What follows belongs to an exercise in optimizing a design on an open flow for small area, a short achievable clock period and few clock cycles; a production flow would make more cautious choices. Only simulation tests tie the RTL to the original design; equivalence was not proved. Power and IR drop assume default switching activity.

<file path="flow/config.mk">
export PLATFORM = sky130hd
export DESIGN_NAME = scrb_line
export DESIGN_NICKNAME = scrb_line
export VERILOG_FILES = /design/flow/design.v
export SDC_FILE = /design/flow/constraint.sdc
export NUM_CORES = 4
export LEC_CHECK = 0
export ABC_CLOCK_PERIOD_IN_PS = 2500
export CAP_MARGIN = 20
export CORE_MARGIN = 2
export CORE_UTILIZATION = 40
export PLACE_DENSITY = 0.6
export SETUP_SLACK_MARGIN = 5
export SLEW_MARGIN = 20
</file>
<file path="flow/constraint.sdc">
create_clock -name core_clock -period 11.0 [get_ports {clk}]
set_input_delay 2.2000 -clock core_clock [delete_from_list [all_inputs] [get_ports {clk}]]
set_output_delay 2.2000 -clock core_clock [all_outputs]
set_load 0.01 [all_outputs]
</file>
<file path="flow/design.v">
module scrb_line (
    input  wire        clk,
    input  wire        rst,         
    input  wire        cmd_valid,
    output wire        cmd_ready,
    input  wire [15:0] cmd_x1,      
    input  wire [15:0] cmd_y1,      
    input  wire [15:0] cmd_x2,      
    input  wire [15:0] cmd_y2,      
    input  wire [7:0]  cmd_width,   
    input  wire [10:0] cmd_w,       
    input  wire [10:0] cmd_h,       
    output wire        px_valid,
    input  wire        px_ready,
    output wire [9:0]  px_x,
    output wire [9:0]  px_y,
    output wire        done
);
    function [8:0] isqrt_hi;
        input [7:0] v;
        reg [1:0] x0;  reg       g0;  reg [1:0] m0;
        reg [3:0] x1;  reg [2:0] t1;  reg [2:0] m1;
        reg [4:0] x2;  reg [3:0] t2;  reg [3:0] m2;
        reg [5:0] x3;  reg [4:0] t3;  reg [4:0] m3;
        reg [3:0] rt;
        begin
            x0 = v[7:6];
            g0 = (x0 != 2'd0);
            m0 = x0 - {1'b0, g0};
            rt = {3'd0, g0};
            x1 = {m0, v[5:4]};
            t1 = {rt[0], 2'b01};
            if (x1 >= {1'b0, t1}) begin m1 = x1 - {1'b0, t1}; rt = {rt[2:0], 1'b1}; end
            else                  begin m1 = x1[2:0];          rt = {rt[2:0], 1'b0}; end
            x2 = {m1, v[3:2]};
            t2 = {rt[1:0], 2'b01};
            if (x2 >= {1'b0, t2}) begin m2 = x2 - {1'b0, t2}; rt = {rt[2:0], 1'b1}; end
            else                  begin m2 = x2[3:0];          rt = {rt[2:0], 1'b0}; end
            x3 = {m2, v[1:0]};
            t3 = {rt[2:0], 2'b01};
            if (x3 >= {1'b0, t3}) begin m3 = x3 - {1'b0, t3}; rt = {rt[2:0], 1'b1}; end
            else                  begin m3 = x3[4:0];          rt = {rt[2:0], 1'b0}; end
            isqrt_hi = {m3, rt};
        end
    endfunction
    function [6:0] isqrt_lo;
        input [8:0] s;
        input [5:0] v;
        reg [6:0] x4;  reg [5:0] t4;  reg [5:0] m4;
        reg [7:0] x5;  reg [6:0] t5;  reg [6:0] m5;
        reg [8:0] x6;  reg [7:0] t6;
        reg [6:0] rt;
        begin
            rt = {3'd0, s[3:0]};
            x4 = {s[8:4], v[5:4]};
            t4 = {rt[3:0], 2'b01};
            if (x4 >= {1'b0, t4}) begin m4 = x4 - {1'b0, t4}; rt = {rt[5:0], 1'b1}; end
            else                  begin m4 = x4[5:0];          rt = {rt[5:0], 1'b0}; end
            x5 = {m4, v[3:2]};
            t5 = {rt[4:0], 2'b01};
            if (x5 >= {1'b0, t5}) begin m5 = x5 - {1'b0, t5}; rt = {rt[5:0], 1'b1}; end
            else                  begin m5 = x5[6:0];          rt = {rt[5:0], 1'b0}; end
            x6 = {m5, v[1:0]};
            t6 = {rt[5:0], 2'b01};
            rt = {rt[5:0], (x6 >= {1'b0, t6})};
            isqrt_lo = rt;
        end
    endfunction
    function [6:0] isqrt_hi3;
        input [5:0] v;
        reg [1:0] x0;  reg       g0;  reg [1:0] m0;
        reg [3:0] x1;  reg [2:0] t1;  reg [2:0] m1;
        reg [4:0] x2;  reg [3:0] t2;  reg [3:0] m2;
        reg [2:0] rt;
        begin
            x0 = v[5:4];
            g0 = (x0 != 2'd0);
            m0 = x0 - {1'b0, g0};
            rt = {2'd0, g0};
            x1 = {m0, v[3:2]};
            t1 = {rt[0], 2'b01};
            if (x1 >= {1'b0, t1}) begin m1 = x1 - {1'b0, t1}; rt = {rt[1:0], 1'b1}; end
            else                  begin m1 = x1[2:0];          rt = {rt[1:0], 1'b0}; end
            x2 = {m1, v[1:0]};
            t2 = {rt[1:0], 2'b01};
            if (x2 >= {1'b0, t2}) begin m2 = x2 - {1'b0, t2}; rt = {rt[1:0], 1'b1}; end
            else                  begin m2 = x2[3:0];          rt = {rt[1:0], 1'b0}; end
            isqrt_hi3 = {m2, rt};
        end
    endfunction
    function [6:0] isqrt_lo4;
        input [6:0] s;
        input [7:0] v;
        reg [5:0] x3;  reg [4:0] t3;  reg [4:0] m3;
        reg [3:0] rt;
        begin
            x3 = {s[6:3], v[7:6]};
            t3 = {s[2:0], 2'b01};
            if (x3 >= {1'b0, t3}) begin m3 = x3 - {1'b0, t3}; rt = {s[2:0], 1'b1}; end
            else                  begin m3 = x3[4:0];          rt = {s[2:0], 1'b0}; end
            isqrt_lo4 = isqrt_lo({m3, rt}, v[5:0]);
        end
    endfunction
    reg       setup;               
    reg [2:0] step;
    reg       run;
    reg        [7:0]  width;
    reg        [9:0]  bw1, bh1;    
    reg        [16:0] dx;
    reg        [17:0] dy;
    reg               sx, sy;      
    reg               noinner;
    reg               xmaj;        
    reg signed [8:0]  snr;         
    reg        [6:0]  rh;          
    reg        [8:0]  kin;         
    wire       [6:0]  r = width[7:1];
    reg               wact;        
    reg signed [17:0] wpx;         
    reg signed [19:0] wd;          
    reg signed [8:0]  woj;         
    reg signed [14:0] wt;          
    reg        [16:0] wn;          
    reg               cap;         
    reg signed [17:0] spx;
    reg signed [19:0] sd;
    reg signed [8:0]  soj;
    reg signed [14:0] st;
    reg        [16:0] sn;
    reg signed [16:0] rowy;
    reg               rowvis;
    reg               pa_pv, pa_eor, pa_z, pa_bv;
    reg signed [11:0] pa_px;
    reg        [8:0]  pa_sa;
    reg        [5:0]  pa_va;
    reg        [6:0]  pa_sb;
    reg        [7:0]  pa_vb;
    reg               pb_pv, pb_eor, pb_z, pb_bv;
    reg signed [11:0] pb_px;
    reg        [6:0]  pb_a, pb_b;
    reg               pc_pv, pc_eor;
    reg signed [11:0] pc_l, pc_h, pc_hl, pc_hh;
    reg signed [11:0] ac_lo, ac_hi, ac_hl, ac_hh;    
    reg               rb_v;
    reg signed [11:0] rb_lo, rb_hi, rb_hl, rb_hh;
    reg               e_v, e2_v, e_first;
    reg        [9:0]  e_x, e_end, e_y, e2_s, e2_e;
    reg        [19:0] sa, sb;
    reg               sc;
    always @* begin
        sa = 20'd0;
        sb = 20'd0;
        sc = 1'b0;
        case (step)
            3'd0: begin sa = {{3{dx[16]}}, dx}; sb = ~{{3{wpx[16]}}, wpx[16:0]}; sc = 1'b1; end
            3'd1: begin sa = {{3{dy[16]}}, dy[16:0]}; sb = ~{{3{rowy[16]}}, rowy}; sc = 1'b1; end
            3'd2: begin sa = {{3{dx[16]}}, dx} ^ {20{dx[16]}}; sc = dx[16]; end
            3'd3: begin sa = {{3{dy[16]}}, dy[16:0]} ^ {20{dy[16]}}; sc = dy[16]; end
            3'd4: begin sa = {3'd0, dx}; sb = ~{3'd0, dy[16:0]}; sc = 1'b1; end
            3'd5: begin sa = wd; sb = xmaj ? ~{3'd0, dy[16:0]} : {3'd0, dx}; sc = xmaj; end
            3'd6: begin sa = {{3{rowy[16]}}, rowy}; sb = sy ? {{11{snr[8]}}, snr} : {13'd0, rh}; end
            default: begin sa = {10'd0, bh1}; sb = ~{{3{rowy[16]}}, rowy}; sc = 1'b1; end
        endcase
    end
    wire        [19:0] su   = sa + sb + {19'd0, sc};
    wire y0_lo = rowy[16];
    wire y0_hi = su[19];
    wire signed [8:0]  srh  = $signed({2'b0, rh});
    wire rel    = (woj >= snr) && (woj <= srh);
    wire capc   = sy ? (woj < srh) : (woj > snr);
    wire cap_now = capc && !cap;
    wire last_pt = (wn == 17'd0);
    wire rowend = !rel || last_pt || (!rowvis && capc);
    wire eor_busy = pa_eor || pb_eor || pc_eor || rb_v;
    wire wstall = rowend && rowvis && eor_busy;
    wire wgo    = run && wact && !wstall;
    wire dec   = xmaj ? wd[19] : (!wd[19] && (wd != 20'sd0));
    wire stepx = xmaj || dec;
    wire stepy = !xmaj || dec;
    wire               kinv = xmaj && !dec;
    wire        [19:0] k0   = {2'd0, dx, 1'b0};
    wire        [19:0] k1   = {dy[17], dy, 1'b0};
    wire        [19:0] kop  = (dec ? k1 : k0) ^ {20{kinv}};
    wire signed [19:0] nd   = wd + $signed(kop) + $signed({19'd0, kinv});
    wire signed [8:0]  ojp  = woj + 9'sd1;
    wire signed [8:0]  ojm  = woj - 9'sd1;
    wire signed [14:0] tp   = wt + $signed({{5{~woj[8]}}, ~woj, 1'b1});    
    wire signed [14:0] tm   = wt + $signed({{5{ojm[8]}}, ojm, 1'b1});      
    wire signed [8:0]  ojadj = sy ? ojp : ojm;
    wire signed [14:0] tadj  = sy ? tp : tm;
    wire signed [16:0] nrowy = rowy + $signed({{16{!sy}}, 1'b1});
    wire nrow_past = rowvis && (sy ? (rowy == $signed({7'd0, bh1})) : (rowy == 17'sd0));
    wire nrow_vis  = rowvis ? !nrow_past : (sy ? (nrowy == 17'sd0) : (nrowy == $signed({7'd0, bh1})));
    wire px_low  = wpx[17] && !(&wpx[16:9]);
    wire px_high = !wpx[17] && ((|wpx[16:11]) || (&wpx[10:9]));
    wire signed [11:0] px_sat = px_low ? -12'sd512 : px_high ? 12'sd1535 : wpx[11:0];
    wire signed [14:0] wu   = wt - $signed({6'd0, kin});                              
    wire        [6:0]  a_pb = isqrt_lo(pa_sa, pa_va);
    wire        [6:0]  b_pb = isqrt_lo4(pa_sb, pa_vb);
    wire        [6:0]  ar   = (pb_z && pb_a != 7'd0) ? pb_a - 7'd1 : pb_a;
    wire signed [11:0] sbw1 = $signed({2'd0, bw1});
    wire signed [11:0] q_l  = pb_px - $signed({5'd0, pb_a});
    wire signed [11:0] q_h  = pb_px + $signed({5'd0, ar});
    wire signed [11:0] q_hl = pb_px + $signed({5'b11111, ~pb_b});     
    wire signed [11:0] q_hh = pb_px + $signed({5'd0, pb_b}) + 12'sd1;
    wire signed [11:0] n_lo = (ac_lo < pc_l)  ? ac_lo : pc_l;
    wire signed [11:0] n_hi = (ac_hi > pc_h)  ? ac_hi : pc_h;
    wire signed [11:0] n_hl = (ac_hl > pc_hl) ? ac_hl : pc_hl;
    wire signed [11:0] n_hh = (ac_hh < pc_hh) ? ac_hh : pc_hh;
    wire hole  = rb_hl + 12'sd2 <= rb_hh;
    wire o_hl  = rb_hl > sbw1;
    wire o_hi  = rb_hi > sbw1;
    wire i_lo  = rb_lo <= sbw1;
    wire i_hh  = rb_hh <= sbw1;
    wire [9:0] s1s = rb_lo[11] ? 10'd0 : rb_lo[9:0];
    wire [9:0] s1e = hole ? (o_hl ? bw1 : rb_hl[9:0]) : (o_hi ? bw1 : rb_hi[9:0]);
    wire [9:0] s2s = rb_hh[11] ? 10'd0 : rb_hh[9:0];
    wire [9:0] s2e = o_hi ? bw1 : rb_hi[9:0];
    wire v1    = i_lo && !(hole ? rb_hl[11] : rb_hi[11]);
    wire v2    = hole && i_hh && !rb_hi[11];
    wire fire     = e_v && px_ready;
    wire seg_over = !e_v || (fire && (e_x == e_end));
    wire take_rb  = seg_over && !e2_v && rb_v;
    wire all_empty = !wact && !pa_pv && !pa_eor && !pb_pv && !pb_eor && !pc_pv && !pc_eor &&
                     !rb_v && !e_v && !e2_v;
    wire fin = run && all_empty;
    assign cmd_ready = (!setup && !run) || fin;
    assign done      = fin;
    assign px_valid  = e_v;
    assign px_x      = e_x;
    assign px_y      = e_y;
    always @(posedge clk) begin
        if (cmd_ready) begin
            wpx   <= {{2{cmd_x1[15]}}, cmd_x1};
            rowy  <= {cmd_y1[15], cmd_y1};
            dx    <= {cmd_x2[15], cmd_x2};
            dy    <= {{2{cmd_y2[15]}}, cmd_y2};
            width <= cmd_width;
            bw1   <= cmd_w[9:0] - 10'd1;
            bh1   <= cmd_h[9:0] - 10'd1;
        end
        if (setup) begin
            snr <= -$signed({2'b0, r});
            rh  <= (r == 7'd0) ? 7'd0 : r - 7'd1;
            kin <= {r, 2'b00} - 9'd3;
            case (step)
                3'd0: dx <= su[16:0];
                3'd1: dy <= su[17:0];
                3'd2: begin dx <= su[16:0]; sx <= !dx[16] && (dx != 17'd0); sy <= !dy[16] && (dy[16:0] != 17'd0); end
                3'd3: begin
                    dy      <= {1'b0, su[16:0]};
                    noinner <= ((dx == 17'd0) && (dy[16:0] == 17'd0)) || (r < 7'd3);
                end
                3'd4: begin wd <= su; xmaj <= !su[19]; end
                3'd5: begin
                    wd <= su;
                    dy <= wd[17:0];
                    dx <= xmaj ? dy[16:0] : dx;
                    wn <= xmaj ? dx : dy[16:0];
                end
                3'd6: rowy <= su[16:0];
                default: ;
            endcase
        end
        if (setup && step == 3'd7) begin
            rowvis  <= !y0_lo && !y0_hi;
            e_y     <= sy ? (y0_lo ? 10'd0 : rowy[9:0]) : (y0_hi ? bh1 : rowy[9:0]);
            e_first <= 1'b1;
            woj     <= sy ? snr : $signed({2'b0, rh});
            wt      <= (sy || r == 7'd0) ? 15'sd0 : $signed({7'd0, r, 1'b0}) - 15'sd1;
            cap     <= 1'b0;
        end
        if (wgo) begin
            if (cap_now) begin
                spx <= wpx;
                sd  <= wd;
                soj <= ojadj;
                st  <= tadj;
                sn  <= wn;
            end
            if (rowend) begin
                cap    <= 1'b0;
                rowy   <= nrowy;
                rowvis <= nrow_vis;
                if (cap_now) begin
                    woj <= ojadj;
                    wt  <= tadj;
                end else begin
                    wpx <= spx;
                    wd  <= sd;
                    woj <= soj;
                    wt  <= st;
                    wn  <= sn;
                end
            end else begin
                if (cap_now) cap <= 1'b1;
                if (stepx) wpx <= wpx + $signed({{17{!sx}}, 1'b1});
                if (stepy) begin
                    woj <= sy ? ojm : ojp;
                    wt  <= sy ? tm : tp;
                end
                wd <= nd;
                wn <= wn - 17'd1;
            end
        end
        pa_px <= px_sat;
        pa_sa <= isqrt_hi(wt[13:6]);
        pa_va <= wt[5:0];
        pa_sb <= isqrt_hi3(wu[13:8]);
        pa_vb <= wu[7:0];
        pa_bv <= !noinner && !wu[14];
        pa_z  <= (woj == 9'sd0);
        pb_px <= pa_px;
        pb_a  <= a_pb;
        pb_b  <= b_pb;
        pb_bv <= pa_bv;
        pb_z  <= pa_z;
        pc_l  <= (!pb_pv || rst) ?  12'sd2047 : q_l;
        pc_h  <= (!pb_pv || rst) ? -12'sd2048 : q_h;
        pc_hl <= (!pb_pv || rst) ? -12'sd2048 : pb_bv ? q_hl :  12'sd2047;
        pc_hh <= (!pb_pv || rst) ?  12'sd2047 : pb_bv ? q_hh : -12'sd2048;
        if (pc_eor) begin
            rb_lo   <= n_lo;
            rb_hi   <= n_hi;
            rb_hl   <= n_hl;
            rb_hh   <= n_hh;
        end
        ac_lo <= (pc_eor || rst) ?  12'sd2047 : n_lo;
        ac_hi <= (pc_eor || rst) ? -12'sd2048 : n_hi;
        ac_hl <= (pc_eor || rst) ? -12'sd2048 : n_hl;
        ac_hh <= (pc_eor || rst) ?  12'sd2047 : n_hh;
        if (seg_over) begin
            if (e2_v) begin
                e_x   <= e2_s;
                e_end <= e2_e;
            end else begin
                e_x   <= v1 ? s1s : s2s;
                e_end <= v1 ? s1e : s2e;
                e2_s  <= s2s;
                e2_e  <= s2e;
            end
        end else if (fire) begin
            e_x <= e_x + 10'd1;
        end
        if (take_rb) begin
            e_first <= 1'b0;
            if (!e_first) e_y <= e_y + {{9{!sy}}, 1'b1};
        end
        if (rst) begin
            setup   <= 1'b0;
            step    <= 3'd0;
            run     <= 1'b0;
            wact    <= 1'b0;
            pa_pv   <= 1'b0;
            pa_eor  <= 1'b0;
            pb_pv   <= 1'b0;
            pb_eor  <= 1'b0;
            pc_pv   <= 1'b0;
            pc_eor  <= 1'b0;
            rb_v    <= 1'b0;
            e_v     <= 1'b0;
            e2_v    <= 1'b0;
        end else begin
            if (cmd_valid && cmd_ready) setup <= 1'b1;
            if (setup) step <= step + 3'd1;
            if (setup && step == 3'd7) begin
                setup <= 1'b0;
                run  <= 1'b1;
                wact <= (width != 8'd0) && !(sy ? y0_hi : y0_lo);
            end else if (fin) begin
                run  <= 1'b0;
            end
            if (wgo && rowend && (!(cap || cap_now) || nrow_past))
                wact <= 1'b0;
            pa_pv   <= wgo && rel && rowvis;
            pa_eor  <= wgo && rowend && rowvis;
            pb_pv   <= pa_pv;  pb_eor <= pa_eor;
            pc_pv   <= pb_pv;  pc_eor <= pb_eor;
            if (pc_eor) rb_v <= 1'b1;
            else if (take_rb) rb_v <= 1'b0;
            if (seg_over) begin
                if (e2_v) begin
                    e_v  <= 1'b1;
                    e2_v <= 1'b0;
                end else begin
                    e_v  <= rb_v && (v1 || v2);
                    e2_v <= rb_v && v1 && v2;
                end
            end
        end
    end
endmodule
</file>
<file path="flow/run.sh">
#!/bin/bash
# synth_recipe.tcl (not shown) runs the flow's synth.tcl, then flattens the netlist and writes it again
# the make line also repeats each setting of config.mk as NAME=value (left out here)
make -C /OpenROAD-flow-scripts/flow DESIGN_CONFIG=/design/flow/config.mk WORK_HOME=/design/flow/orfs CLKGATE_MAP_FILE= SYNTH_SCRIPT=/design/flow/synth_recipe.tcl finish
</file>
==> results of run 1 <==
## area by class of cell
type / instances / area (sq um)
multi-input combinational: 3079 / 21600
timing repair buffer: 160 / 1510
tap: 1186 / 1480
sequential: 549 / 13400
antenna: 2 / 5.00
inverter: 260 / 978
fill: 8721 / 50100
clock buffer: 106 / 2000
clock inverter: 17 / 198
## path summary, 6_finish.rpt
path	cells after the start	endpoint	slack, ns	start
setup / recovery	27	pb_b[0]	5.21	pa_sb[0]
hold / removal	0	pb_px[4]	0.32	pa_px[4]
setup reg to reg	27	pb_b[0]	5.21	pa_sb[0]
hold reg to reg	0	pb_px[4]	0.32	pa_px[4]
## sequential cells by signal, indices dropped and copies added (netlist names), 15 cells and up
register / flops
spx: 18
wpx: 18
st: 15
wn: 17
sn: 17
wt: 15
rowy: 17
dy: 18
dx: 17
wd: 20
sd: 20
## per-stage QoR
step,util,hold slack [ns]
after floorplan,-,0.310
after global placement,0.425,0.311
after CTS,0.450,0.321
after detailed placement,0.425,0.312
final,0.451,0.319
after global routing,0.451,0.331
## report_power, final
group | switching, W | internal, W
Combinational | 0.00252 | 0.00187
Sequential | 0.000405 | 0.00239
Clock | 0.000901 | 0.00132
## what timing repair did
| action | 4_1_cts | 5_1_grt |
|---|---|---|
| cloned | 0 | 1 |
| pin swaps | 1 | 4 |
| setup endpoints to repair | 1 | 8 |
| setup buffers | 2 | 3 |
| resized for setup | 3 | 10 |
## kinds of logic (layout without fill, tap and decap cells)
| family | Yosys count | in the layout | synth area share |
|---|---|---|---|
| compound gates | 1131 | 1132 | 0.203 |
| xor+xnor | 281 | 281 | 0.0678 |
| fa+ha+maj | 351 | 351 | 0.122 |
| buf+inv | 472 | 543 | 0.0493 |
| flops | 549 | 549 | 0.366 |
| mux | 154 | 154 | 0.0438 |
| other cells | 0 | 2 | 0 |
| simple gates | 1161 | 1161 | 0.149 |
## cells in the final DEF, fill, tap and decap left out, types with 39 or more instances in the layout
cell / n
nor2b_1: 42
clkdlybuf4s50_1: 118
nand2_1: 378
nand3_1: 96
nor3_1: 70
dfxtp_1: 308
ha_1: 340
a21o_1: 63
a31oi_1: 47
xor2_1: 98
nand2b_1: 48
o21ai_0: 259
xnor2_1: 179
o211ai_1: 45
inv_1: 251
a22oi_1: 42
nand4_1: 39
a221oi_1: 42
and2_1: 43
buf_4: 41
mux2i_1: 105
o21a_1: 49
mux2_2: 46
clkbuf_16: 71
edfxtp_1: 240
a21oi_1: 285
nor2_1: 297
## per-layer routing
layer / GRT usage / up-vias
met3: 0.0326 / 198
met5: 0 / -
met1: 0.311 / 14553
met2: 0.381 / 1025
li1: - / 14962
met4: 0.0860 / 0
==> run_results.csv, run 1 <==
group,metric,value,unit
run_status,outcome,"timing/DRC/antenna clean",
sta,fin_crit_sh,0.526,
clocking,numCtsBuffers,68,
finish,final_nets,4567,
floorplan,num_rows,111,
pwr,ir_worst_vdd,0.000185,V
place,routabilityCongestion,0.953,
worst_hold_path,hold_path_class,"register to register",
sta,worst_pin_slew,1.18,ns
run,cap_violations,0,
critical_path,cp_num_buf_inv,3,
global_route,grt_first_pass_wirelength,172000,um
place,dp.cells,5227,
synth,synth_cells,4099,
synth,synth_top_area_share,0.197,
detailed_routing,drcViolationCount,0,
pwr,leakage,16.8,nW
floorplan,die_w,307,um
pwr,powerDensity,229,mW/mm^2
synth,synth_area,0.0366,sq mm
global_route,grt_usage,0.232,
clocking,clock_sinks,549,
sta,drv_slew,0,
finish,area_growth,12.3,%
synth,synth.most_common_cell,"nand2_1",
clocking,cts_tree,"built",
clocking,cts-root-buf,"clkbuf_16",
global_route,grt_max_degree,63,
synth,synth_edf_count,240,
clocking,h-tree-depth,3,
detailed_routing,wl_met3,6470,um
detailed_routing,avgViaCountPerCell,5.74,
critical_path,worstPathArrival,6.29,ns
synth,yosysUniqueCellTypes,99,
sta,period_minus_slack,5.79,ns
place,postPlaceCellArea,0.0388,sq mm
critical_path,start_kind,"register",
floorplan,die_h,307,um
synth,synth-seq-area-share,0.366,
synth,synthArstFlopShare,0,
clocking,clkLatencyLatePin,0.63,ns
sta,skew,0.0327,ns
floorplan,start_util,0.402,
critical_path,cp_max_fo,9,
sta,fmax,0.173,GHz
detailed_routing,wl_per_cell,20.8,um
synth,synth-seq-cells,549,
global_route,grt_pass1_vias,29025,
pwr,power,0.00941,W
clocking,ctsHoldBuffers,0,
critical_path,crit_slowest_cell,"or4_1",
critical_path,cp_common_cell,"ha_1",
sta,fin_ws,5.21,ns
synth,synth_ff_type,"dfxtp_1",
floorplan,core,0.0912,sq mm
place,hpwlAfterDp,81200,um
finish,layout.cells.non_filler,5359,
sta,final.setup.tns,0,ns
critical_path,crit_type,"register to register",
critical_path,critPathTopFamily,"compound AO/OA/AOI/OAI gates",
global_route,antenna_found_initial,0,
place,port_buffers,118,
floorplan,die-area,0.0940,sq mm
detailed_routing,routed.top_layer,"met4",
detailed_routing,vias,30738,
detailed_routing,wl_met1,49600,um
detailed_routing,drt-total-wl,112000,um
detailed_routing,postRouteAntennaNets,0,
sta,rsz0062_at_grt,"yes",
detailed_routing,dr_wl_met2,51500,um
critical_path,max_stage_delay,0.41,ns
synth,yosysWarnings,1,
synth,avgSynthCellArea,8.94,sq um
sta,hold_viol,0,
clocking,clock_path_buffers,3,
place,pre_cts_slack,4.54,ns
floorplan,ioPinCount,121,
detailed_routing,drt_iter0_markers,2575,
synth,synth_area_leaders,"edfxtp_1 (20%), dfxtp_1 (17%), ha_1 (12%), xnor2_1 (4.3%), a21oi_1 (3.9%)",
finish,drive_gt1_frac,0.0631,
critical_path,endpoint_kind,"register",
sta,finalSetupViolCount,0,
global_route,gr-total-overflow,0,
detailed_routing,dr.pass1.iters,6,
synth,synth_top_area_cell,"edfxtp_1",
clocking,clkTransAtPathRegs,0.06,ns
critical_path,cp_data_required_time,11.50,ns
synth,netlist_top_cells_count,"nand2_1 (380), ha_1 (340), dfxtp_1 (309)",
synth,synth_nets,4548,
sta,relSlewSlack,0.213,
finish,finalInstanceArea,0.0412,sq mm
Testbench counts, summed over its fixed seeds: cycles 393,043.
==> run 2: changes to the inputs <==
--- a/flow/config.mk
+++ b/flow/config.mk
@@ -5,10 +5,12 @@
 export SDC_FILE = /design/flow/constraint.sdc
 export NUM_CORES = 4
 export LEC_CHECK = 0
-export ABC_CLOCK_PERIOD_IN_PS = 2500
+export ABC_CLOCK_PERIOD_IN_PS = 4000
 export CAP_MARGIN = 20
 export CORE_MARGIN = 2
 export CORE_UTILIZATION = 40
+export GPL_TIMING_DRIVEN = 1
 export PLACE_DENSITY = 0.6
 export SETUP_SLACK_MARGIN = 5
 export SLEW_MARGIN = 20
+export TNS_END_PERCENT = 100
==> run 2 against run 1 <==
Total power did not move. Largest power group unchanged. Still clean. Clock power about the same. Count of clock-buffer cells in the layout is the same. Die area is the same. Wire length did not move. Critical path depth is the same.
==> run_results.csv, run 2 <==
group,metric,value,unit
clocking,clkLatencyLatePin,0.63,ns
sta,period_minus_slack,5.79,ns
finish,area_growth,12.3,%
clocking,clock_path_buffers,3,
floorplan,core,0.0912,sq mm
synth,synth_top_area_share,0.197,
floorplan,die_w,307,um
synth,netlist_top_cells_count,"nand2_1 (380), ha_1 (340), dfxtp_1 (309)",
clocking,h-tree-depth,3,
synth,synth.most_common_cell,"nand2_1",
floorplan,die-area,0.0940,sq mm
critical_path,endpoint_kind,"register",
critical_path,start_kind,"register",
critical_path,timing.rr.end,"pb_b[0]",
sta,final.setup.tns,0,ns
pwr,clkPwrFrac,0.236,
pwr,switching_power,0.00383,W
floorplan,ioPinCount,121,
synth,synth-seq-cells,549,
clocking,cts-root-buf,"clkbuf_16",
synth,yosysUniqueCellTypes,99,
run_status,outcome,"timing/DRC/antenna clean",
critical_path,cp_data_required_time,11.50,ns
synth,synth_edf_count,240,
finish,drive_gt1_frac,0.0631,
finish,final_common_cell,"nand2_1",
worst_hold_path,hold_path_class,"register to register",
place,postPlaceCellArea,0.0388,sq mm
synth,avgSynthCellArea,8.94,sq um
pwr,combPwrFrac,0.467,
finish,finalInstanceArea,0.0412,sq mm
clocking,ctsHoldBuffers,0,
synth,synthArstFlopShare,0,
critical_path,cp_max_fo,9,
sta,fmax,0.173,GHz
clocking,clkTransAtPathRegs,0.06,ns
detailed_routing,drt_iter0_markers,2575,
detailed_routing,avgViaCountPerCell,5.74,
pwr,p_int,0.00558,W
finish,layout.cells.non_filler,5359,
clocking,cts_tree,"built",
synth,synth-seq-area-share,0.366,
global_route,antenna_found_initial,0,
floorplan,die_h,307,um
pwr,powerDensity,229,mW/mm^2
sta,worst_pin_slew,1.18,ns
sta,drv_slew,0,
synth,synth_area,0.0366,sq mm
sta,skew,0.0327,ns
floorplan,num_rows,111,
global_route,gr-total-overflow,0,
critical_path,worstPathArrival,6.29,ns
detailed_routing,vias,30738,
run,cap_violations,0,
place,port_buffers,118,
synth,synth_top_area_cell,"edfxtp_1",
finish,fillers,8721,
place,hpwlAfterDp,81200,um
clocking,clock_sinks,549,
worst_hold_path,whs_endpoint,"pb_px[4]",
sta,relSlewSlack,0.213,
worst_hold_path,holdPathStages,0,
clocking,numCtsBuffers,68,
worst_hold_path,min_from,"pa_px[4]",
global_route,grt_pass1_vias,29025,
pwr,leakage,16.8,nW
critical_path,rrSetupSlack,5.21,ns
finish,final_cell_mix,"nand2_1 (378), ha_1 (340), dfxtp_1 (308), nor2_1 (297), a21oi_1 (285)",
sta,hold_viol,0,
synth,synth_nets,4548,
sta,fin_crit_sh,0.526,
global_route,grt_first_pass_wirelength,172000,um
global_route,grt_usage,0.232,
detailed_routing,drcViolationCount,0,
floorplan,start_util,0.402,
critical_path,crit_type,"register to register",
critical_path,reg2reg_depth,27,
synth,yosysWarnings,1,
detailed_routing,drt-total-wl,112000,um
place,dp.cells,5227,
synth,synth_area_leaders,"edfxtp_1 (20%), dfxtp_1 (17%), ha_1 (12%), xnor2_1 (4.3%), a21oi_1 (3.9%)",
pwr,power_switching_share,0.407,
synth,synth_ff_type,"dfxtp_1",
pwr,ir_worst_vdd,0.000185,V
finish,reg_top3,"sd (20), wd (20)",
pwr,power.share.sequential,0.297,
global_route,grt_max_degree,63,
detailed_routing,wl_per_cell,20.8,um
sta,rsz0062_at_grt,"yes",
critical_path,timing.rr.start,"pa_sb[0]",
synth,synth_cells,4099,
finish,final_nets,4567,
detailed_routing,dr.pass1.iters,6,
place,routabilityCongestion,0.953,
sta,finalSetupViolCount,0,
detailed_routing,postRouteAntennaNets,0,
## run 2: metal layers
metal / wire, um / GRT usage / vias to the layer above / share of wire
li1: - / - / 14962 / -
met2: 51500 / 0.381 / 1025 / 0.46
met5: 0 / 0 / - / 0
met3: 6470 / 0.0326 / 198 / 0.058
met4: 4170 / 0.0860 / 0 / 0.037
met1: 49600 / 0.311 / 14553 / 0.44
## run 2: cell type report
type / count / area, sq um / area share
antenna: 2 / 5.00 / 0.000122
timing repair buffer: 160 / 1510 / 0.0367
sequential: 549 / 13400 / 0.325
clock buffer: 106 / 2000 / 0.0485
clock inverter: 17 / 198 / 0.00480
tap: 1186 / 1480 / 0.0361
inverter: 260 / 978 / 0.0238
multi-input combinational: 3079 / 21600 / 0.525
## run 2: worst max path at each step
stage                     startpoint   endpoint  depth (start not counted)
after floorplan               pc_eor  cmd_ready                          8
after global placement      px_ready     e_y[5]                         11
after detailed placement    px_ready     e_y[5]                         11
after CTS                   pa_sb[0]    pb_b[0]                         30
after global routing        pa_sb[0]    pb_b[0]                         28
final                       pa_sb[0]    pb_b[0]                         27
## run 2: metrics by stage
stage	power [W]	setup slack [ns]	utilization	hold slack (ns)
after global placement	0.00703	4.65	0.425	0.311
after CTS	0.00934	5.01	0.450	0.321
after floorplan	0.00592	5.20	-	0.310
after detailed placement	0.00705	4.54	0.425	0.312
final	0.00941	5.21	0.451	0.319
after global routing	0.0100	4.87	0.451	0.331
## run 2: worst max-delay path, cell delays in order (launching register included)
cell       delay (ns)
dfxtp_1          0.33
inv_2            0.08
ha_1             0.33
nor2b_1          0.15
o21a_1           0.20
o31a_4           0.33
a21oi_1          0.22
ha_1             0.30
a21o_1           0.20
buf_4            0.15
o31ai_4          0.31
o211ai_2         0.20
a21oi_1          0.25
ha_1             0.33
nand4_1          0.16
nor3_1           0.06
or4_1            0.41
o41ai_2          0.09
o21a_1           0.23
inv_2            0.09
nor2_1           0.09
a21oi_1          0.05
ha_1             0.29
o211ai_1         0.09
a21boi_0         0.11
o2111ai_1        0.27
o2111ai_1        0.16
o22a_1           0.21
## run 2: logic make-up after synthesis
| group | synth area share |
|---|---|
| buffers and inverters | 0.0493 |
| XOR/XNOR | 0.0678 |
| AO/OA/AOI/OAI | 0.203 |
| flip-flops | 0.366 |
| adder cells (fa/ha/maj) | 0.122 |
| multiplexers | 0.0438 |
| AND/OR/NAND/NOR | 0.149 |
## run 2: power groups by stage
stage / registers, W / logic, W / clock network (W)
6_report: 0.00280 / 0.00439 / 0.00223
5_1_grt: 0.00281 / 0.00489 / 0.00234
4_1_cts: 0.00277 / 0.00430 / 0.00227
3_5_place_dp: 0.00281 / 0.00424 / 0
3_3_place_gp: 0.00281 / 0.00422 / 0
2_1_floorplan: 0.00257 / 0.00335 / 0
## run 2: what timing repair did
| action | 4_1_cts | 5_1_grt |
|---|---|---|
| setup buffers | 2 | 3 |
| resized for setup | 3 | 10 |
| cloned | 0 | 1 |
| endpoints found under the setup margin | 1 | 8 |
| pin swaps | 1 | 4 |
==> run 3: changes to the inputs <==
--- a/flow/design.v
+++ b/flow/design.v
@@ -138,8 +138,6 @@
     reg               pb_pv, pb_eor, pb_z, pb_bv;
     reg signed [11:0] pb_px;
     reg        [6:0]  pb_a, pb_b;
-    reg               pc_pv, pc_eor;
-    reg signed [11:0] pc_l, pc_h, pc_hl, pc_hh;
     reg signed [11:0] ac_lo, ac_hi, ac_hl, ac_hh;    
     reg               rb_v;
     reg signed [11:0] rb_lo, rb_hi, rb_hl, rb_hh;
@@ -171,7 +169,7 @@
     wire cap_now = capc && !cap;
     wire last_pt = (wn == 17'd0);
     wire rowend = !rel || last_pt || (!rowvis && capc);
-    wire eor_busy = pa_eor || pb_eor || pc_eor || rb_v;
+    wire eor_busy = pa_eor || pb_eor || rb_v;
     wire wstall = rowend && rowvis && eor_busy;
     wire wgo    = run && wact && !wstall;
     wire dec   = xmaj ? wd[19] : (!wd[19] && (wd != 20'sd0));
@@ -203,6 +201,10 @@
     wire signed [11:0] q_h  = pb_px + $signed({5'd0, ar});
     wire signed [11:0] q_hl = pb_px + $signed({5'b11111, ~pb_b});     
     wire signed [11:0] q_hh = pb_px + $signed({5'd0, pb_b}) + 12'sd1;
+    wire signed [11:0] pc_l  = !pb_pv ?  12'sd2047 : q_l;
+    wire signed [11:0] pc_h  = !pb_pv ? -12'sd2048 : q_h;
+    wire signed [11:0] pc_hl = !pb_pv ? -12'sd2048 : pb_bv ? q_hl :  12'sd2047;
+    wire signed [11:0] pc_hh = !pb_pv ?  12'sd2047 : pb_bv ? q_hh : -12'sd2048;
     wire signed [11:0] n_lo = (ac_lo < pc_l)  ? ac_lo : pc_l;
     wire signed [11:0] n_hi = (ac_hi > pc_h)  ? ac_hi : pc_h;
     wire signed [11:0] n_hl = (ac_hl > pc_hl) ? ac_hl : pc_hl;
@@ -221,7 +223,7 @@
     wire fire     = e_v && px_ready;
     wire seg_over = !e_v || (fire && (e_x == e_end));
     wire take_rb  = seg_over && !e2_v && rb_v;
-    wire all_empty = !wact && !pa_pv && !pa_eor && !pb_pv && !pb_eor && !pc_pv && !pc_eor &&
+    wire all_empty = !wact && !pa_pv && !pa_eor && !pb_pv && !pb_eor &&
                      !rb_v && !e_v && !e2_v;
     wire fin = run && all_empty;
     assign cmd_ready = (!setup && !run) || fin;
@@ -315,20 +317,16 @@
         pb_b  <= b_pb;
         pb_bv <= pa_bv;
         pb_z  <= pa_z;
-        pc_l  <= (!pb_pv || rst) ?  12'sd2047 : q_l;
-        pc_h  <= (!pb_pv || rst) ? -12'sd2048 : q_h;
-        pc_hl <= (!pb_pv || rst) ? -12'sd2048 : pb_bv ? q_hl :  12'sd2047;
-        pc_hh <= (!pb_pv || rst) ?  12'sd2047 : pb_bv ? q_hh : -12'sd2048;
-        if (pc_eor) begin
+        if (pb_eor) begin
             rb_lo   <= n_lo;
             rb_hi   <= n_hi;
             rb_hl   <= n_hl;
             rb_hh   <= n_hh;
         end
-        ac_lo <= (pc_eor || rst) ?  12'sd2047 : n_lo;
-        ac_hi <= (pc_eor || rst) ? -12'sd2048 : n_hi;
-        ac_hl <= (pc_eor || rst) ? -12'sd2048 : n_hl;
-        ac_hh <= (pc_eor || rst) ?  12'sd2047 : n_hh;
+        ac_lo <= (pb_eor || rst) ?  12'sd2047 : n_lo;
+        ac_hi <= (pb_eor || rst) ? -12'sd2048 : n_hi;
+        ac_hl <= (pb_eor || rst) ? -12'sd2048 : n_hl;
+        ac_hh <= (pb_eor || rst) ?  12'sd2047 : n_hh;
         if (seg_over) begin
             if (e2_v) begin
                 e_x   <= e2_s;
@@ -355,8 +353,6 @@
             pa_eor  <= 1'b0;
             pb_pv   <= 1'b0;
             pb_eor  <= 1'b0;
-            pc_pv   <= 1'b0;
-            pc_eor  <= 1'b0;
             rb_v    <= 1'b0;
             e_v     <= 1'b0;
             e2_v    <= 1'b0;
@@ -375,8 +371,7 @@
             pa_pv   <= wgo && rel && rowvis;
             pa_eor  <= wgo && rowend && rowvis;
             pb_pv   <= pa_pv;  pb_eor <= pa_eor;
-            pc_pv   <= pb_pv;  pc_eor <= pb_eor;
-            if (pc_eor) rb_v <= 1'b1;
+            if (pb_eor) rb_v <= 1'b1;
             else if (take_rb) rb_v <= 1'b0;
             if (seg_over) begin
                 if (e2_v) begin
==> flow/config.mk (replaced) <==
export PLATFORM = sky130hd
export DESIGN_NAME = scrb_line
export DESIGN_NICKNAME = scrb_line
export VERILOG_FILES = /design/flow/design.v
export SDC_FILE = /design/flow/constraint.sdc
export NUM_CORES = 4
export LEC_CHECK = 0
export CAP_MARGIN = 20
export CORE_MARGIN = 2
export CORE_UTILIZATION = 40
export PLACE_DENSITY = 0.6
export SETUP_SLACK_MARGIN = 5
export SLEW_MARGIN = 20
==> run 3 against run 2 <==
Register-to-register slack lost 0.09 ns. Largest cell class unchanged. Critical endpoint unchanged. Cell count down 0.52%. Worst setup slack worse by 0.091 ns. Global-route usage rose by 0.36 points. Sequential share of layout area is 1.9 points lower. Critical path depth up 1. Utilization grew 0.55 points.
==> run_results.csv, run 3 <==
group,metric,value,unit
run,cap_violations,0,
synth,synth.area.mux_share,0.0415,
sta,fmax,0.170,GHz
floorplan,ioPinCount,121,
critical_path,endpoint_kind,"register",
synth,synth_area_leaders,"edfxtp_1 (20%), dfxtp_1 (14%), ha_1 (12%), xnor2_1 (4.6%), a21oi_1 (4.3%)",
synth,synthAdderAreaFrac,0.125,
pwr,leakage,16.3,nW
critical_path,max_stage_delay,0.39,ns
critical_path,crit_type,"register to register",
synth,synth-seq-area-share,0.345,
synth,synthArstFlopShare,0,
finish,fillers,8665,
critical_path,worstPathArrival,6.36,ns
detailed_routing,vias,31241,
place,port_buffers,118,
detailed_routing,drt_iter0_markers,2354,
synth,synth_top_area_cell,"edfxtp_1",
place,routabilityCongestion,0.945,
synth,netlist_top_cells_count,"nand2_1 (386), ha_1 (340), a21oi_1 (311)",
clocking,clkTransAtPathRegs,0.07,ns
clocking,clock_path_buffers,3,
critical_path,cp_num_buf_inv,3,
floorplan,die-area,0.0922,sq mm
detailed_routing,wl_per_cell,20.9,um
finish,final_common_cell,"nand2_1",
synth,avgSynthCellArea,8.74,sq um
detailed_routing,drcViolationCount,0,
pwr,power,0.00884,W
critical_path,critPathTopFamily,"compound AO/OA/AOI/OAI gates",
critical_path,cp_data_required_time,11.48,ns
synth,synth-seq-cells,499,
sta,rsz0062_at_grt,"yes",
finish,multi_input_area,0.0220,sq mm
detailed_routing,drt-total-wl,112000,um
sta,drv_slew,0,
sta,skew,0.0527,ns
synth,synth_top_family_by_area,"compound AO/OA/AOI/OAI gates",
detailed_routing,postRouteAntennaNets,0,
sta,fin_crit_sh,0.535,
synth,synth-xor-area-share,0.0685,
clocking,cts-root-buf,"clkbuf_16",
critical_path,crit_slowest_cell,"dfxtp_2",
global_route,grt_usage,0.236,
run_status,outcome,"timing/DRC/antenna clean",
clocking,clock_sinks,499,
critical_path,start_kind,"register",
place,postPlaceCellArea,0.0380,sq mm
synth,synth_ff_type,"dfxtp_1",
synth,synth_nets,4557,
floorplan,start_util,0.405,
synth,synth-simple-area-share,0.157,
global_route,grt_first_pass_wirelength,173000,um
synth,synth.most_common_cell,"nand2_1",
synth,synth_area,0.0359,sq mm
floorplan,num_rows,109,
place,hpwlAfterDp,82600,um
sta,relSlewSlack,0.281,
detailed_routing,dr.pass1.iters,5,
clocking,ctsHoldBuffers,0,
floorplan,die_w,304,um
finish,n_antenna_cell,0,
sta,hold_viol,0,
finish,seq_area,0.0124,sq mm
synth,yosysUniqueCellTypes,95,
finish,final_cell_mix,"nand2_1 (382), ha_1 (333), nor2_1 (303), a21oi_1 (302), o21ai_0 (271)",
detailed_routing,avgViaCountPerCell,5.86,
global_route,antenna_found_initial,2,
critical_path,cp_common_cell,"a21oi_2",
synth,synth_edf_count,240,
sta,worst_pin_slew,1.07,ns
finish,final_nets,4565,
synth,synth_cells,4108,
sta,finalSetupViolCount,0,
clocking,h-tree-depth,2,
finish,drive_gt1_frac,0.0742,
synth,synth_compound_area_frac,0.215,
critical_path,cp_max_fo,7,
finish,area_growth,12.7,%
global_route,grt_pass1_vias,29836,
clocking,numCtsBuffers,58,
global_route,grt_max_degree,59,
finish,finalInstanceArea,0.0405,sq mm
floorplan,core,0.0886,sq mm
finish,reg_top3,"sd (20), wd (20)",
clocking,cts_tree,"built",
synth,yosysWarnings,1,
worst_hold_path,hold_path_class,"register to register",
floorplan,die_h,304,um
sta,period_minus_slack,5.88,ns
pwr,powerDensity,218,mW/mm^2
clocking,clkLatencyLatePin,0.65,ns
synth,synth_top_area_share,0.201,
pwr,ir_worst_vdd,0.000187,V
sta,final.setup.tns,0,ns
global_route,gr-total-overflow,0,
critical_path,rrSetupSlack,5.12,ns
## run 3: cell count changes after synthesis, moves of 14 or more
cell / change
dfxtp_1: -50
o221ai_1: -15
a221o_1: +20
o21ai_0: +16
mux2_2: +18
mux2i_1: -28
a311oi_1: +16
o31ai_1: +14
a21oi_1: +25
inv_1: -23
## run 3: final cells by class
type                       count  area share
multi-input combinational   3154       0.545
sequential                   499       0.306
inverter                     236      0.0227
timing repair buffer         167      0.0385
tap                         1165      0.0360
clock buffer                  69      0.0389
clock inverter                41      0.0129
## run 3: path summary, 6_finish.rpt
| kind | startpoint | end | cells after the start |
|---|---|---|---|
| worst max-delay path | pa_vb[6] | pb_b[0] | 28 |
| worst min-delay path | pa_bv | pb_bv | 0 |
| worst max register to register | pa_vb[6] | pb_b[0] | 28 |
| worst min register to register | pa_bv | pb_bv | 0 |
## run 3: routing by layer
layer	vias up	routed length, um	GRT usage
met5	-	20	0
met4	4	4300	0.0887
met3	226	6290	0.0263
met2	1005	51900	0.393
met1	14906	49200	0.314
li1	15100	-	-
## run 3: repair_timing
item / 4_1_cts / 5_1_grt
gates resized for setup: 30 / 26
setup buffers: 7 / 5
pin swaps: 4 / 7
setup endpoints to repair: 3 / 12
cloned: 0 / 0
## run 3: logic make-up after synthesis
group           Yosys count
buf+inv                 455
flops                   499
xor+xnor                278
simple gates           1195
fa+ha+maj               351
compound gates         1189
mux                     141
## run 3: per-stage QoR
step / std cells / utilization / hold WS [ns] / worst slack [ns]
finish: 5331 / 0.457 / 0.301 / 5.12
CTS: 5325 / 0.455 / 0.296 / 4.95
global route: 5331 / 0.457 / 0.306 / 4.80
floorplan: 4108 / - / 0.310 / 5.04
global placement: 5208 / 0.429 / 0.310 / 3.89
detailed placement: 5208 / 0.429 / 0.312 / 3.84
## run 3: where the power goes
part	leakage (nW)	switching, W	internal (W)
clock network	1.02	0.000865	0.00123
registers	4.52	0.000351	0.00216
logic	10.8	0.00242	0.00181
Testbench counts of run 3, summed over its fixed seeds: cycles 391,041.
==> run 4: changes to the inputs <==
--- a/flow/config.mk
+++ b/flow/config.mk
@@ -7,7 +7,7 @@
 export LEC_CHECK = 0
 export CAP_MARGIN = 20
 export CORE_MARGIN = 2
-export CORE_UTILIZATION = 40
-export PLACE_DENSITY = 0.6
+export CORE_UTILIZATION = 65
+export PLACE_DENSITY = 0.75
 export SETUP_SLACK_MARGIN = 5
 export SLEW_MARGIN = 20
==> run 4 against run 3 <==
Sequential share of layout area rose by 0.73 points. Worst setup slack got worse by 0.063 ns. Global-route usage rose by 12 points. Worst hold slack improved by 0.020 ns. Non-clock buffer count fell by 3. Flip-flop and latch count did not move. Die area fell by 38%. Via count rose by 0.90%. Wire length fell by 7.1%. Count of clock-buffer cells in the layout fell by 1. Critical path type unchanged. Critical endpoint unchanged.
==> run_results.csv, run 4 <==
group,metric,value,unit
sta,fmax,0.168,GHz
pwr,clkPwrFrac,0.214,
critical_path,max_stage_delay,0.38,ns
finish,drive_gt1_frac,0.0718,
pwr,power_switching_share,0.417,
synth,yosysUniqueCellTypes,95,
clocking,clock_path_buffers,3,
synth,synth.most_common_cell,"nand2_1",
synth,synth_nets,4557,
finish,reg_top3,"sd (20), wd (20)",
synth,synthArstFlopShare,0,
critical_path,crit_slowest_cell,"dfxtp_4",
synth,yosysWarnings,1,
worst_hold_path,hold_path_class,"register to register",
sta,worst_pin_slew,1.15,ns
detailed_routing,drt_iter0_markers,3012,
sta,skew,0.0303,ns
critical_path,worstPathArrival,6.43,ns
global_route,grt_max_degree,68,
sta,drv_slew,0,
sta,period_minus_slack,5.94,ns
pwr,p_int,0.00505,W
clocking,ctsHoldBuffers,0,
critical_path,crit_type,"register to register",
detailed_routing,drcViolationCount,0,
pwr,power.share.sequential,0.291,
clocking,cts-root-buf,"clkbuf_16",
clocking,clkTransAtPathRegs,0.06,ns
global_route,gr-usage-met3,0.0484,
pwr,combPwrFrac,0.495,
sta,fin_hold_ws,0.321,ns
detailed_routing,vias,31521,
sta,hold_viol,0,
synth,synth_ff_type,"dfxtp_1",
pwr,powerDensity,219,mW/mm^2
detailed_routing,avgViaCountPerCell,6.49,
detailed_routing,drt-total-wl,104000,um
floorplan,die_w,239,um
clocking,clkLatencyLatePin,0.64,ns
pwr,leakage,16.2,nW
clocking,clock_sinks,499,
sta,relSlewSlack,0.231,
sta,rsz0062_at_grt,"yes",
place,hpwlAfterDp,76300,um
global_route,grt_pass1_vias,29541,
global_route,grt.busiest_layer,"met2",
floorplan,ioPinCount,121,
sta,final.setup.tns,0,ns
clocking,numCtsBuffers,53,
critical_path,endpoint_kind,"register",
floorplan,die-area,0.0572,sq mm
critical_path,cp_num_buf_inv,2,
synth,avgSynthCellArea,8.74,sq um
global_route,grtUsageMet2,0.585,
run_status,outcome,"timing/DRC/antenna clean",
finish,area_growth,10.1,%
synth,synth-seq-cells,499,
clocking,h-tree-depth,2,
sta,finalSetupViolCount,0,
pwr,switching_power,0.00361,W
synth,netlist_top_cells_count,"nand2_1 (386), ha_1 (340), a21oi_1 (311)",
clocking,cts_tree,"built",
critical_path,start_kind,"register",
global_route,gr-total-overflow,0,
global_route,grt_first_pass_wirelength,162000,um
critical_path,cp_data_required_time,11.49,ns
detailed_routing,postRouteAntennaNets,0,
global_route,grt_usage,0.358,
floorplan,start_util,0.655,
place,routabilityCongestion,1.01,
synth,synth_area_leaders,"edfxtp_1 (20%), dfxtp_1 (14%), ha_1 (12%), xnor2_1 (4.6%), a21oi_1 (4.3%)",
critical_path,critPathTopFamily,"simple AND/OR/NAND/NOR gates",
synth,synth_top_area_share,0.201,
pwr,ir_worst_vdd,0.000261,V
critical_path,cp_max_fo,10,
synth,synth-seq-area-share,0.345,
detailed_routing,wl_per_cell,21.4,um
finish,final_nets,4557,
finish,final_common_cell,"nand2_1",
detailed_routing,dr.pass1.iters,6,
synth,synth_area,0.0359,sq mm
synth,synth_cells,4108,
global_route,antenna_found_initial,1,
critical_path,cp_common_cell,"a21oi_2",
finish,n_antenna_cell,0,
synth,synth_edf_count,240,
global_route,use_met1,0.467,
floorplan,num_rows,86,
run,cap_violations,0,
finish,fillers,4356,
floorplan,die_h,239,um
finish,final_util,0.720,
sta,fin_crit_sh,0.540,
synth,synth_top_area_cell,"edfxtp_1",
finish,final_cell_mix,"nand2_1 (381), ha_1 (335), nor2_1 (304), a21oi_1 (302), o21ai_0 (270)",
floorplan,core,0.0549,sq mm
place,port_buffers,118,
critical_path,rrSetupSlack,5.06,ns
## run 4: cell counts after synthesis
Identical to the previous run, type by type.
## run 4: path summary, 6_finish.rpt
check                start  endpoint  cells past startpoint
hold / removal       pa_bv     pb_bv                      0
setup / recovery  pa_vb[6]   pb_b[0]                     30
setup reg to reg  pa_vb[6]   pb_b[0]                     30
hold reg to reg      pa_bv     pb_bv                      0
## run 4: cell families (layout without fill, tap and decap cells)
family                   Yosys count  after routing  share of synthesized area
flip-flops                       499            499                      0.345
buffers and inverters            455            500                     0.0484
AND/OR/NAND/NOR                 1195           1195                      0.157
AO/OA/AOI/OAI                   1189           1189                      0.215
XOR/XNOR                         278            278                     0.0685
multiplexers                     141            141                     0.0415
adder cells (fa/ha/maj)          351            351                      0.125
## run 4: power by group through the flow
stage	clock (W)	combinational [W]	sequential (W)
global route	0.00194	0.00469	0.00253
detailed placement	0	0.00383	0.00253
CTS	0.00187	0.00396	0.00250
finish	0.00185	0.00428	0.00252
floorplan	0	0.00303	0.00232
global placement	0	0.00379	0.00253
## run 4: what timing repair did
item                                    in CTS  in global routing
endpoints found under the setup margin       2                 17
resized for setup                           22                 25
pin swaps                                    4                 10
buffers inserted                             3                  9
## run 4: final cells by class
| type | instances | area, sq um | area share |
|---|---|---|---|
| Clock buffer | 68 | 1530 | 0.0386 |
| Inverter | 236 | 896 | 0.0227 |
| Timing Repair Buffer | 164 | 1530 | 0.0386 |
| Multi-Input combinational cell | 3154 | 22000 | 0.557 |
| Sequential cell | 499 | 12400 | 0.314 |
| Tap cell | 704 | 881 | 0.0223 |
| Clock inverter | 32 | 294 | 0.00744 |
## run 4: metrics by stage
step / cell area, sq um / cells / total power, W / setup slack, ns
detailed placement: 37500 / 4745 / 0.00637 / 4.08
CTS: 39400 / 4848 / 0.00833 / 4.98
global route: 39500 / 4857 / 0.00916 / 4.67
global placement: 37500 / 4745 / 0.00632 / 4.16
finish: 39500 / 4857 / 0.00865 / 5.06
floorplan: 35900 / 4108 / 0.00535 / 5.04
## run 4: layer usage
| metal | wire, um | vias to the layer above |
|---|---|---|
| met5 | 0 | - |
| met4 | 5430 | 0 |
| met1 | 42800 | 14755 |
| met2 | 47800 | 1398 |
| li1 | - | 15080 |
| met3 | 7690 | 288 |

separate check: timing with driven ports:
How much do the figures lean on ideal ports? The routed layouts below were timed once more, with nothing changed but the port constraints.
Step 1 sets driving cells, clkbuf_16 on the clock port and buf_2 on the other inputs (assumed; they add their load-dependent delay and slew).
Step 2, shift: input delay + t, output delay - t, t = (earliest + latest rising clock arrival at the registers) / 2. This alone moves slack from input paths to output paths.
Slacks: no drivers / after step 1 / after step 2; pairs: no drivers / after step 1.
run | t (ns) | setup slack, ns | worst setup path after step 2 | worst slew at a driven data input, ns
run 1 | 0.680 | 5.210 / 5.210 / 4.853 | input to register | 0.06
run 2 | 0.680 | 5.210 / 5.210 / 4.853 | input to register | 0.06
run 3 | 0.692 | 5.119 / 5.119 / 5.119 | register to register | 0.06
run 4 | 0.684 | 5.056 / 5.056 / 5.049 | input to register | 0.08
After both steps every run listed still meets setup and hold.
